Context: an optimization exercise on an open-source flow, tuned for small area, a short achievable clock period and few clock cycles. The choices shown serve that exercise and are no tape-out recipe.
In this exercise RTL edits were held to simulation tests only and were not proved equivalent to the original.

--- flow/run.sh ---
#!/bin/bash
# synth_recipe.tcl (not shown) runs the flow's synth.tcl, then flattens the netlist and writes it again
# the make line also repeats each setting of config.mk as NAME=value (left out here)
make -C /OpenROAD-flow-scripts/flow DESIGN_CONFIG=/design/flow/config.mk WORK_HOME=/design/flow/orfs CLKGATE_MAP_FILE= SYNTH_SCRIPT=/design/flow/synth_recipe.tcl finish
--- flow/config.mk ---
export PLATFORM = sky130hd
export DESIGN_NAME = pmask_rast
export DESIGN_NICKNAME = pmask_rast
export VERILOG_FILES = /design/flow/design.v
export SDC_FILE = /design/flow/constraint.sdc
export NUM_CORES = 4
export LEC_CHECK = 0
export CAP_MARGIN = 20
export CORE_MARGIN = 2
export CORE_UTILIZATION = 55
export SETUP_SLACK_MARGIN = 5
export SLEW_MARGIN = 20
export TNS_END_PERCENT = 5
--- flow/constraint.sdc ---
create_clock -name core_clock -period 10.0 [get_ports {clk}]
set_input_delay 2.0000 -clock core_clock [delete_from_list [all_inputs] [get_ports {clk}]]
set_output_delay 2.0000 -clock core_clock [all_outputs]
set_load 0.01 [all_outputs]
--- flow/design.v ---
module pmask_rast (
    input  wire        clk,
    input  wire        rst,
    input  wire        reg_en,
    input  wire        reg_we,
    input  wire [1:0]  reg_size,
    input  wire [11:0] reg_addr,
    input  wire [31:0] reg_wdata,
    output reg  [31:0] reg_rdata,
    output reg         reg_err,
    input  wire        mem_en,
    input  wire        mem_we,
    input  wire [1:0]  mem_size,
    input  wire [31:0] mem_addr,
    input  wire [31:0] mem_wdata,
    output wire [31:0] mem_rdata,
    output reg         mem_err
);
    localparam OP_RASTERIZE = 4'd1;
    localparam OP_CLEAR     = 4'd2;
    localparam OP_DRAW_RECT = 4'd3;
    localparam ERR_NONE     = 2'd0;
    localparam ERR_SIZE     = 2'd1;
    localparam ERR_RECT     = 2'd2;
    localparam ERR_ILLEGAL  = 2'd3;
    function [8:0] div256;
        input [8:0] v;
        begin
            case (v)
            9'd1: div256 = 9'd256;
            9'd2: div256 = 9'd128;
            9'd3: div256 = 9'd85;
            9'd4: div256 = 9'd64;
            9'd5: div256 = 9'd51;
            9'd6: div256 = 9'd42;
            9'd7: div256 = 9'd36;
            9'd8: div256 = 9'd32;
            9'd9: div256 = 9'd28;
            9'd10: div256 = 9'd25;
            9'd11: div256 = 9'd23;
            9'd12: div256 = 9'd21;
            9'd13: div256 = 9'd19;
            9'd14: div256 = 9'd18;
            9'd15: div256 = 9'd17;
            9'd16: div256 = 9'd16;
            9'd17: div256 = 9'd15;
            9'd18: div256 = 9'd14;
            9'd19: div256 = 9'd13;
            9'd20: div256 = 9'd12;
            9'd21: div256 = 9'd12;
            9'd22: div256 = 9'd11;
            9'd23: div256 = 9'd11;
            9'd24: div256 = 9'd10;
            9'd25: div256 = 9'd10;
            9'd26: div256 = 9'd9;
            9'd27: div256 = 9'd9;
            9'd28: div256 = 9'd9;
            9'd29: div256 = 9'd8;
            9'd30: div256 = 9'd8;
            9'd31: div256 = 9'd8;
            9'd32: div256 = 9'd8;
            9'd33: div256 = 9'd7;
            9'd34: div256 = 9'd7;
            9'd35: div256 = 9'd7;
            9'd36: div256 = 9'd7;
            9'd37: div256 = 9'd6;
            9'd38: div256 = 9'd6;
            9'd39: div256 = 9'd6;
            9'd40: div256 = 9'd6;
            9'd41: div256 = 9'd6;
            9'd42: div256 = 9'd6;
            9'd43: div256 = 9'd5;
            9'd44: div256 = 9'd5;
            9'd45: div256 = 9'd5;
            9'd46: div256 = 9'd5;
            9'd47: div256 = 9'd5;
            9'd48: div256 = 9'd5;
            9'd49: div256 = 9'd5;
            9'd50: div256 = 9'd5;
            9'd51: div256 = 9'd5;
            9'd52: div256 = 9'd4;
            9'd53: div256 = 9'd4;
            9'd54: div256 = 9'd4;
            9'd55: div256 = 9'd4;
            9'd56: div256 = 9'd4;
            9'd57: div256 = 9'd4;
            9'd58: div256 = 9'd4;
            9'd59: div256 = 9'd4;
            9'd60: div256 = 9'd4;
            9'd61: div256 = 9'd4;
            9'd62: div256 = 9'd4;
            9'd63: div256 = 9'd4;
            9'd64: div256 = 9'd4;
            9'd65: div256 = 9'd3;
            9'd66: div256 = 9'd3;
            9'd67: div256 = 9'd3;
            9'd68: div256 = 9'd3;
            9'd69: div256 = 9'd3;
            9'd70: div256 = 9'd3;
            9'd71: div256 = 9'd3;
            9'd72: div256 = 9'd3;
            9'd73: div256 = 9'd3;
            9'd74: div256 = 9'd3;
            9'd75: div256 = 9'd3;
            9'd76: div256 = 9'd3;
            9'd77: div256 = 9'd3;
            9'd78: div256 = 9'd3;
            9'd79: div256 = 9'd3;
            9'd80: div256 = 9'd3;
            9'd81: div256 = 9'd3;
            9'd82: div256 = 9'd3;
            9'd83: div256 = 9'd3;
            9'd84: div256 = 9'd3;
            9'd85: div256 = 9'd3;
            9'd86: div256 = 9'd2;
            9'd87: div256 = 9'd2;
            9'd88: div256 = 9'd2;
            9'd89: div256 = 9'd2;
            9'd90: div256 = 9'd2;
            9'd91: div256 = 9'd2;
            9'd92: div256 = 9'd2;
            9'd93: div256 = 9'd2;
            9'd94: div256 = 9'd2;
            9'd95: div256 = 9'd2;
            9'd96: div256 = 9'd2;
            9'd97: div256 = 9'd2;
            9'd98: div256 = 9'd2;
            9'd99: div256 = 9'd2;
            9'd100: div256 = 9'd2;
            9'd101: div256 = 9'd2;
            9'd102: div256 = 9'd2;
            9'd103: div256 = 9'd2;
            9'd104: div256 = 9'd2;
            9'd105: div256 = 9'd2;
            9'd106: div256 = 9'd2;
            9'd107: div256 = 9'd2;
            9'd108: div256 = 9'd2;
            9'd109: div256 = 9'd2;
            9'd110: div256 = 9'd2;
            9'd111: div256 = 9'd2;
            9'd112: div256 = 9'd2;
            9'd113: div256 = 9'd2;
            9'd114: div256 = 9'd2;
            9'd115: div256 = 9'd2;
            9'd116: div256 = 9'd2;
            9'd117: div256 = 9'd2;
            9'd118: div256 = 9'd2;
            9'd119: div256 = 9'd2;
            9'd120: div256 = 9'd2;
            9'd121: div256 = 9'd2;
            9'd122: div256 = 9'd2;
            9'd123: div256 = 9'd2;
            9'd124: div256 = 9'd2;
            9'd125: div256 = 9'd2;
            9'd126: div256 = 9'd2;
            9'd127: div256 = 9'd2;
            9'd128: div256 = 9'd2;
            9'd129: div256 = 9'd1;
            9'd130: div256 = 9'd1;
            9'd131: div256 = 9'd1;
            9'd132: div256 = 9'd1;
            9'd133: div256 = 9'd1;
            9'd134: div256 = 9'd1;
            9'd135: div256 = 9'd1;
            9'd136: div256 = 9'd1;
            9'd137: div256 = 9'd1;
            9'd138: div256 = 9'd1;
            9'd139: div256 = 9'd1;
            9'd140: div256 = 9'd1;
            9'd141: div256 = 9'd1;
            9'd142: div256 = 9'd1;
            9'd143: div256 = 9'd1;
            9'd144: div256 = 9'd1;
            9'd145: div256 = 9'd1;
            9'd146: div256 = 9'd1;
            9'd147: div256 = 9'd1;
            9'd148: div256 = 9'd1;
            9'd149: div256 = 9'd1;
            9'd150: div256 = 9'd1;
            9'd151: div256 = 9'd1;
            9'd152: div256 = 9'd1;
            9'd153: div256 = 9'd1;
            9'd154: div256 = 9'd1;
            9'd155: div256 = 9'd1;
            9'd156: div256 = 9'd1;
            9'd157: div256 = 9'd1;
            9'd158: div256 = 9'd1;
            9'd159: div256 = 9'd1;
            9'd160: div256 = 9'd1;
            9'd161: div256 = 9'd1;
            9'd162: div256 = 9'd1;
            9'd163: div256 = 9'd1;
            9'd164: div256 = 9'd1;
            9'd165: div256 = 9'd1;
            9'd166: div256 = 9'd1;
            9'd167: div256 = 9'd1;
            9'd168: div256 = 9'd1;
            9'd169: div256 = 9'd1;
            9'd170: div256 = 9'd1;
            9'd171: div256 = 9'd1;
            9'd172: div256 = 9'd1;
            9'd173: div256 = 9'd1;
            9'd174: div256 = 9'd1;
            9'd175: div256 = 9'd1;
            9'd176: div256 = 9'd1;
            9'd177: div256 = 9'd1;
            9'd178: div256 = 9'd1;
            9'd179: div256 = 9'd1;
            9'd180: div256 = 9'd1;
            9'd181: div256 = 9'd1;
            9'd182: div256 = 9'd1;
            9'd183: div256 = 9'd1;
            9'd184: div256 = 9'd1;
            9'd185: div256 = 9'd1;
            9'd186: div256 = 9'd1;
            9'd187: div256 = 9'd1;
            9'd188: div256 = 9'd1;
            9'd189: div256 = 9'd1;
            9'd190: div256 = 9'd1;
            9'd191: div256 = 9'd1;
            9'd192: div256 = 9'd1;
            9'd193: div256 = 9'd1;
            9'd194: div256 = 9'd1;
            9'd195: div256 = 9'd1;
            9'd196: div256 = 9'd1;
            9'd197: div256 = 9'd1;
            9'd198: div256 = 9'd1;
            9'd199: div256 = 9'd1;
            9'd200: div256 = 9'd1;
            9'd201: div256 = 9'd1;
            9'd202: div256 = 9'd1;
            9'd203: div256 = 9'd1;
            9'd204: div256 = 9'd1;
            9'd205: div256 = 9'd1;
            9'd206: div256 = 9'd1;
            9'd207: div256 = 9'd1;
            9'd208: div256 = 9'd1;
            9'd209: div256 = 9'd1;
            9'd210: div256 = 9'd1;
            9'd211: div256 = 9'd1;
            9'd212: div256 = 9'd1;
            9'd213: div256 = 9'd1;
            9'd214: div256 = 9'd1;
            9'd215: div256 = 9'd1;
            9'd216: div256 = 9'd1;
            9'd217: div256 = 9'd1;
            9'd218: div256 = 9'd1;
            9'd219: div256 = 9'd1;
            9'd220: div256 = 9'd1;
            9'd221: div256 = 9'd1;
            9'd222: div256 = 9'd1;
            9'd223: div256 = 9'd1;
            9'd224: div256 = 9'd1;
            9'd225: div256 = 9'd1;
            9'd226: div256 = 9'd1;
            9'd227: div256 = 9'd1;
            9'd228: div256 = 9'd1;
            9'd229: div256 = 9'd1;
            9'd230: div256 = 9'd1;
            9'd231: div256 = 9'd1;
            9'd232: div256 = 9'd1;
            9'd233: div256 = 9'd1;
            9'd234: div256 = 9'd1;
            9'd235: div256 = 9'd1;
            9'd236: div256 = 9'd1;
            9'd237: div256 = 9'd1;
            9'd238: div256 = 9'd1;
            9'd239: div256 = 9'd1;
            9'd240: div256 = 9'd1;
            9'd241: div256 = 9'd1;
            9'd242: div256 = 9'd1;
            9'd243: div256 = 9'd1;
            9'd244: div256 = 9'd1;
            9'd245: div256 = 9'd1;
            9'd246: div256 = 9'd1;
            9'd247: div256 = 9'd1;
            9'd248: div256 = 9'd1;
            9'd249: div256 = 9'd1;
            9'd250: div256 = 9'd1;
            9'd251: div256 = 9'd1;
            9'd252: div256 = 9'd1;
            9'd253: div256 = 9'd1;
            9'd254: div256 = 9'd1;
            9'd255: div256 = 9'd1;
            9'd256: div256 = 9'd1;
            default: div256 = 9'd0;
            endcase
        end
    endfunction
    reg [15:0] canvas_w, canvas_h, rect_x, rect_y, rect_w, rect_h;
    reg        busy, done, ovr;
    reg [1:0]  err;
    reg [2047:0] m;
    wire        reg_ok    = (reg_size == 2'd2) && (reg_addr[1:0] == 2'b00);
    wire [9:0]  reg_idx   = reg_addr[11:2];
    wire        reg_wr    = reg_en && reg_we && reg_ok;
    wire        cmd_wr    = reg_wr && (reg_idx == 10'd0);
    wire        status_wr = reg_wr && (reg_idx == 10'd1);
    wire        opnd_wr   = reg_wr && (reg_idx[9:3] == 7'd0) &&
                            (reg_idx[2:0] >= 3'd2) && (reg_idx[2:0] <= 3'd6);
    wire [13:0] cur_pitch = canvas_w[15:3] + {13'd0, canvas_w[2:0] != 3'd0};
    wire [31:0] status_val = {24'd0, 2'b00, err, 1'b0, ovr, done, busy};
    reg [31:0] reg_read_val;
    always @(*) begin
        case (reg_idx)
            10'd1:   reg_read_val = status_val;
            10'd2:   reg_read_val = {16'd0, canvas_w};
            10'd3:   reg_read_val = {16'd0, canvas_h};
            10'd4:   reg_read_val = {16'd0, rect_x};
            10'd5:   reg_read_val = {16'd0, rect_y};
            10'd6:   reg_read_val = {16'd0, rect_w};
            10'd7:   reg_read_val = {16'd0, rect_h};
            10'd8:   reg_read_val = {18'd0, cur_pitch};
            10'd9:   reg_read_val = 32'd256;
            default: reg_read_val = 32'd0;
        endcase
    end
    wire [15:0] cw_n = (reg_wr && reg_idx == 10'd2) ? reg_wdata[15:0] : canvas_w;
    reg [8:0]  px;         
    reg        pbig;       
    reg        pz;         
    always @(posedge clk) begin
        if (rst) begin
            px    <= 9'd0;
            pbig  <= 1'b0;
            pz    <= 1'b1;
        end else begin
            px    <= cw_n[11:3] + {8'd0, cw_n[2:0] != 3'd0};
            pbig  <= cw_n > 16'd2048;
            pz    <= cw_n == 16'd0;
        end
    end
    wire [3:0]  cmd_op   = reg_wdata[3:0];
    wire        op_legal = (cmd_op == OP_RASTERIZE) || (cmd_op == OP_CLEAR) ||
                           (cmd_op == OP_DRAW_RECT);
    wire        op_draws = cmd_op[0];
    reg        cw_wr1;     
    reg [8:0]  qp_q;       
    reg [8:0]  qh_q;       
    always @(posedge clk) begin
        cw_wr1 <= reg_wr && (reg_idx == 10'd2);
        qp_q   <= div256(px);
        qh_q   <= div256(canvas_h[8:0]);
    end
    wire        h_big    = canvas_h > 16'd256;
    wire        prod_big = cw_wr1 ? (px > qh_q) : (canvas_h[8:0] > qp_q);
    wire        too_big  = !pz && (canvas_h != 16'd0) && (pbig || h_big || prod_big);
    wire [8:0]  small_prod = px * canvas_h[8:0];
    wire signed [17:0] right_x = {{2{rect_x[15]}}, rect_x} + $signed({2'b00, rect_w});
    wire signed [17:0] left_x  = rect_x[15] ? 18'sd0 : $signed({2'b00, rect_x});
    wire [16:0] bottom   = {1'b0, rect_y} + {1'b0, rect_h};
    wire        y_bad    = (rect_h == 16'd0) || (bottom > {1'b0, canvas_h});
    wire        x_bad    = right_x > $signed({2'b00, canvas_w});
    reg [1:0] issue_err;
    always @(*) begin
        if (!op_legal)
            issue_err = ERR_ILLEGAL;
        else if (too_big)
            issue_err = ERR_SIZE;
        else if (op_draws && (y_bad || x_bad))
            issue_err = ERR_RECT;
        else
            issue_err = ERR_NONE;
    end
    wire issue  = cmd_wr && !busy;
    wire accept = issue && (issue_err == ERR_NONE);
    reg        drawing;
    reg        fresh;
    reg [8:0]  p_q;        
    reg [8:0]  tot_q;      
    reg [7:0]  lb_q;       
    reg [7:0]  le_q;       
    reg [2:0]  lob_q;      
    reg [2:0]  hib_q;      
    reg        span_q;     
    reg [7:0]  n0_q;       
    wire [17:0] right_m1 = right_x - 18'sd1;
    always @(posedge clk) begin
        if (!drawing) begin
            p_q    <= px;
            tot_q  <= small_prod[8:0];
            lb_q   <= left_x[10:3];
            le_q   <= right_m1[10:3];
            lob_q  <= left_x[2:0];
            hib_q  <= right_m1[2:0];
            span_q <= right_x > left_x;
            n0_q   <= rect_y[7:0] * px[7:0] + left_x[10:3];
        end
    end
    reg        st_pend;
    reg        l_clr, l_drw;
    reg [8:0]  l_h;
    wire ok_fast  = op_legal && !too_big && (!op_draws || !(y_bad || x_bad));
    wire go_now   = issue && fresh && ok_fast;
    wire go       = go_now || st_pend;
    wire g_clr    = go_now ? (cmd_op != OP_DRAW_RECT) : l_clr;
    wire g_drw    = (go_now ? op_draws : l_drw) && span_q;
    wire clr_go   = go && g_clr;
    wire [8:0] g_h = st_pend ? l_h : rect_h[8:0];
    reg        narrow;     
    reg [5:0]  w;          
    reg [7:0]  s_a;        
    reg [7:0]  e_a;        
    reg [8:0]  rows;       
    reg [1:0]  ph;         
    wire [7:0] lomask = 8'hFF << lob_q;
    wire [7:0] himask = 8'hFF >> (3'd7 - hib_q);
    wire at_s = w == s_a[7:2];
    wire at_e = w == e_a[7:2];
    reg [31:0] dmask;
    reg [3:0]  dlane;
    reg [1:0]  col;
    reg        lo_ok, hi_ok, c_ok, lo_e, hi_e;
    reg [7:0]  mk;
    integer k;
    always @(*) begin
        for (k = 0; k < 4; k = k + 1) begin
            lo_ok = !at_s || (k[1:0] >= s_a[1:0]);
            hi_ok = !at_e || (k[1:0] <= e_a[1:0]);
            if (p_q[1:0] == 2'd1)
                col = 2'd0;
            else if (p_q[1:0] == 2'd2)
                col = {1'b0, k[0]};
            else
                col = (ph + k[1:0]) % 3;
            if (narrow) begin
                c_ok = (col >= lb_q[1:0]) && (col <= le_q[1:0]);
                lo_e = col == lb_q[1:0];
                hi_e = col == le_q[1:0];
            end else begin
                c_ok = 1'b1;
                lo_e = at_s && (k[1:0] == s_a[1:0]);
                hi_e = at_e && (k[1:0] == e_a[1:0]);
            end
            if (lo_ok && hi_ok && c_ok)
                mk = (lo_e ? lomask : 8'hFF) & (hi_e ? himask : 8'hFF);
            else
                mk = 8'h00;
            dmask[8*k +: 8] = mk;
            dlane[k]        = mk != 8'h00;
        end
    end
    wire       last_row = narrow || (rows == 9'd1);
    wire [7:0] s_nx     = s_a + p_q[7:0];
    wire [7:0] e_nx     = e_a + p_q[7:0];
    wire [7:0] hm1      = g_h[7:0] - 8'd1;
    wire [7:0] hp       = (p_q[1:0] == 2'd3) ? {hm1[6:0], 1'b0} + hm1 :
                          (p_q[1:0] == 2'd2) ? {hm1[6:0], 1'b0} : hm1;
    wire [7:0] e_row0   = n0_q + le_q - lb_q;
    wire [7:0] z_nar    = e_row0 + hp;
    wire [1:0] ph0      = n0_q[7:2] % 3;
    wire mem_ok = !busy && (mem_addr[31:8] == 24'd0) &&
                  ((mem_size == 2'd0) || ((mem_size == 2'd2) && (mem_addr[1:0] == 2'b00)));
    wire host_we = mem_en && mem_we && mem_ok;
    reg  [7:0]  ha_q;
    reg         hsz_q;
    wire [5:0]  ra    = drawing ? w : ha_q[7:2];
    wire [5:0]  wa    = drawing ? w : mem_addr[7:2];
    wire [31:0] rword = m[32*ra +: 32];
    wire [31:0] wbus  = drawing ? (rword | dmask) :
                        (busy || !mem_en) ? 32'd0 :
                        (mem_size == 2'd2) ? mem_wdata : {4{mem_wdata[7:0]}};
    wire [3:0]  wlane = drawing ? dlane :
                        (mem_size == 2'd2) ? 4'hF : (4'h1 << mem_addr[1:0]);
    wire        wen   = drawing || host_we;
    reg [15:0] lt_hi, eq_hi, lt_lo;
    integer i;
    always @(*) begin
        for (i = 0; i < 16; i = i + 1) begin
            lt_hi[i] = clr_go && (i < tot_q[8:4]);
            eq_hi[i] = clr_go && (i == tot_q[8:4]);
            lt_lo[i] = i < tot_q[3:0];
        end
    end
    wire [63:0] wsel = {63'd0, wen} << wa;
    genvar a;
    generate
        for (a = 0; a < 256; a = a + 1) begin : g_byte
            wire clr_b = lt_hi[a / 16] || (eq_hi[a / 16] && lt_lo[a % 16]);
            wire wr_b  = wsel[a / 4] && wlane[a % 4];
            always @(posedge clk)
                if (clr_b || wr_b)
                    m[8*a +: 8] <= wbus[8*(a % 4) +: 8];
        end
    endgenerate
    assign mem_rdata = hsz_q ? rword : {24'd0, rword[8*ha_q[1:0] +: 8]};
    always @(posedge clk) begin
        mem_err   <= !mem_ok;
        ha_q      <= mem_addr[7:0];
        hsz_q     <= mem_size == 2'd2;
    end
    always @(posedge clk) begin
        reg_err   <= !reg_ok;
        reg_rdata <= reg_read_val;
    end
    always @(posedge clk) begin
        if (rst) begin
            canvas_w <= 16'd0;
            canvas_h <= 16'd0;
            rect_x   <= 16'd0;
            rect_y   <= 16'd0;
            rect_w   <= 16'd0;
            rect_h   <= 16'd0;
            busy     <= 1'b0;
            done     <= 1'b0;
            ovr      <= 1'b0;
            err      <= ERR_NONE;
            st_pend  <= 1'b0;
            drawing  <= 1'b0;
            fresh    <= 1'b0;
        end else begin
            fresh <= !drawing && !opnd_wr;
            if (reg_wr) begin
                case (reg_idx)
                    10'd2: canvas_w <= reg_wdata[15:0];
                    10'd3: canvas_h <= reg_wdata[15:0];
                    10'd4: rect_x   <= reg_wdata[15:0];
                    10'd5: rect_y   <= reg_wdata[15:0];
                    10'd6: rect_w   <= reg_wdata[15:0];
                    10'd7: rect_h   <= reg_wdata[15:0];
                    default: ;
                endcase
            end
            if (status_wr) begin
                if (reg_wdata[1]) done <= 1'b0;
                if (reg_wdata[2]) ovr  <= 1'b0;
            end
            if (cmd_wr && busy)
                ovr <= 1'b1;
            if (issue) begin
                err   <= issue_err;
                l_clr <= cmd_op != OP_DRAW_RECT;
                l_drw <= op_draws;
                l_h   <= rect_h[8:0];
                if (accept) begin
                    busy    <= 1'b1;
                    done    <= 1'b0;
                    st_pend <= !fresh;
                end else begin
                    done    <= 1'b1;
                end
            end
            if (go) begin
                st_pend <= 1'b0;
                if (g_drw) begin
                    drawing <= 1'b1;
                    narrow  <= p_q[8:2] == 7'd0;
                    w       <= n0_q[7:2];
                    s_a     <= n0_q;
                    e_a     <= (p_q[8:2] == 7'd0) ? z_nar : e_row0;
                    rows    <= g_h;
                    ph      <= ph0;
                end else begin
                    busy <= 1'b0;
                    done <= 1'b1;
                end
            end
            if (drawing) begin
                if (at_e) begin
                    if (last_row) begin
                        drawing <= 1'b0;
                        busy    <= 1'b0;
                        done    <= 1'b1;
                    end else begin
                        w    <= s_nx[7:2];
                        s_a  <= s_nx;
                        e_a  <= e_nx;
                        rows <= rows - 9'd1;
                    end
                end else begin
                    w  <= w + 6'd1;
                    ph <= (ph == 2'd2) ? 2'd0 : ph + 2'd1;
                end
            end
        end
    end
endmodule
==> results of run 1 <==
==> results.json, run 1 <==
{
  "flow.stopped_at": "1_2_yosys",
  "stop_error": "ERROR: TCL interpreter returned an error: Source files actually used in the design:",
  "yosys_warnings": 1,
  "outcome": "aborted with a tool error"
}
Testbench counts, summed over its fixed seeds: cycles 31,719.
==> run 2, diff against run 1 <==
==> flow/flow/run.sh (new file) <==
#!/bin/bash
set -euo pipefail
bash standard.sh MATCH_CELL_FOOTPRINT=0 finish > make_finish.log 2>&1
==> flow/standard.sh (new file) <==
#!/bin/bash
# synth_recipe.tcl (not shown) runs the flow's synth.tcl, then flattens the netlist and writes it again
# the make line also repeats each setting of config.mk as NAME=value (left out here)
make -C /OpenROAD-flow-scripts/flow DESIGN_CONFIG=/design/flow/config.mk WORK_HOME=/design/flow/orfs CLKGATE_MAP_FILE= SYNTH_SCRIPT=/design/flow/synth_recipe.tcl "${@:-finish}"
--- a/flow/config.mk
+++ b/flow/config.mk
@@ -7,7 +7,7 @@
 export LEC_CHECK = 0
 export CAP_MARGIN = 20
 export CORE_MARGIN = 2
-export CORE_UTILIZATION = 55
+export CORE_UTILIZATION = 40
 export SETUP_SLACK_MARGIN = 5
 export SLEW_MARGIN = 20
 export TNS_END_PERCENT = 5
removed: flow/run.sh
==> run 2 against run 1 <==
The flow again stops in 1_2_yosys.
==> results.json, run 2 <==
{
  "outcome": "aborted with a tool error",
  "yosys_warnings": 1,
  "stop_error": "ERROR: TCL interpreter returned an error: Source files actually used in the design:",
  "flow.stopped_at": "1_2_yosys"
}
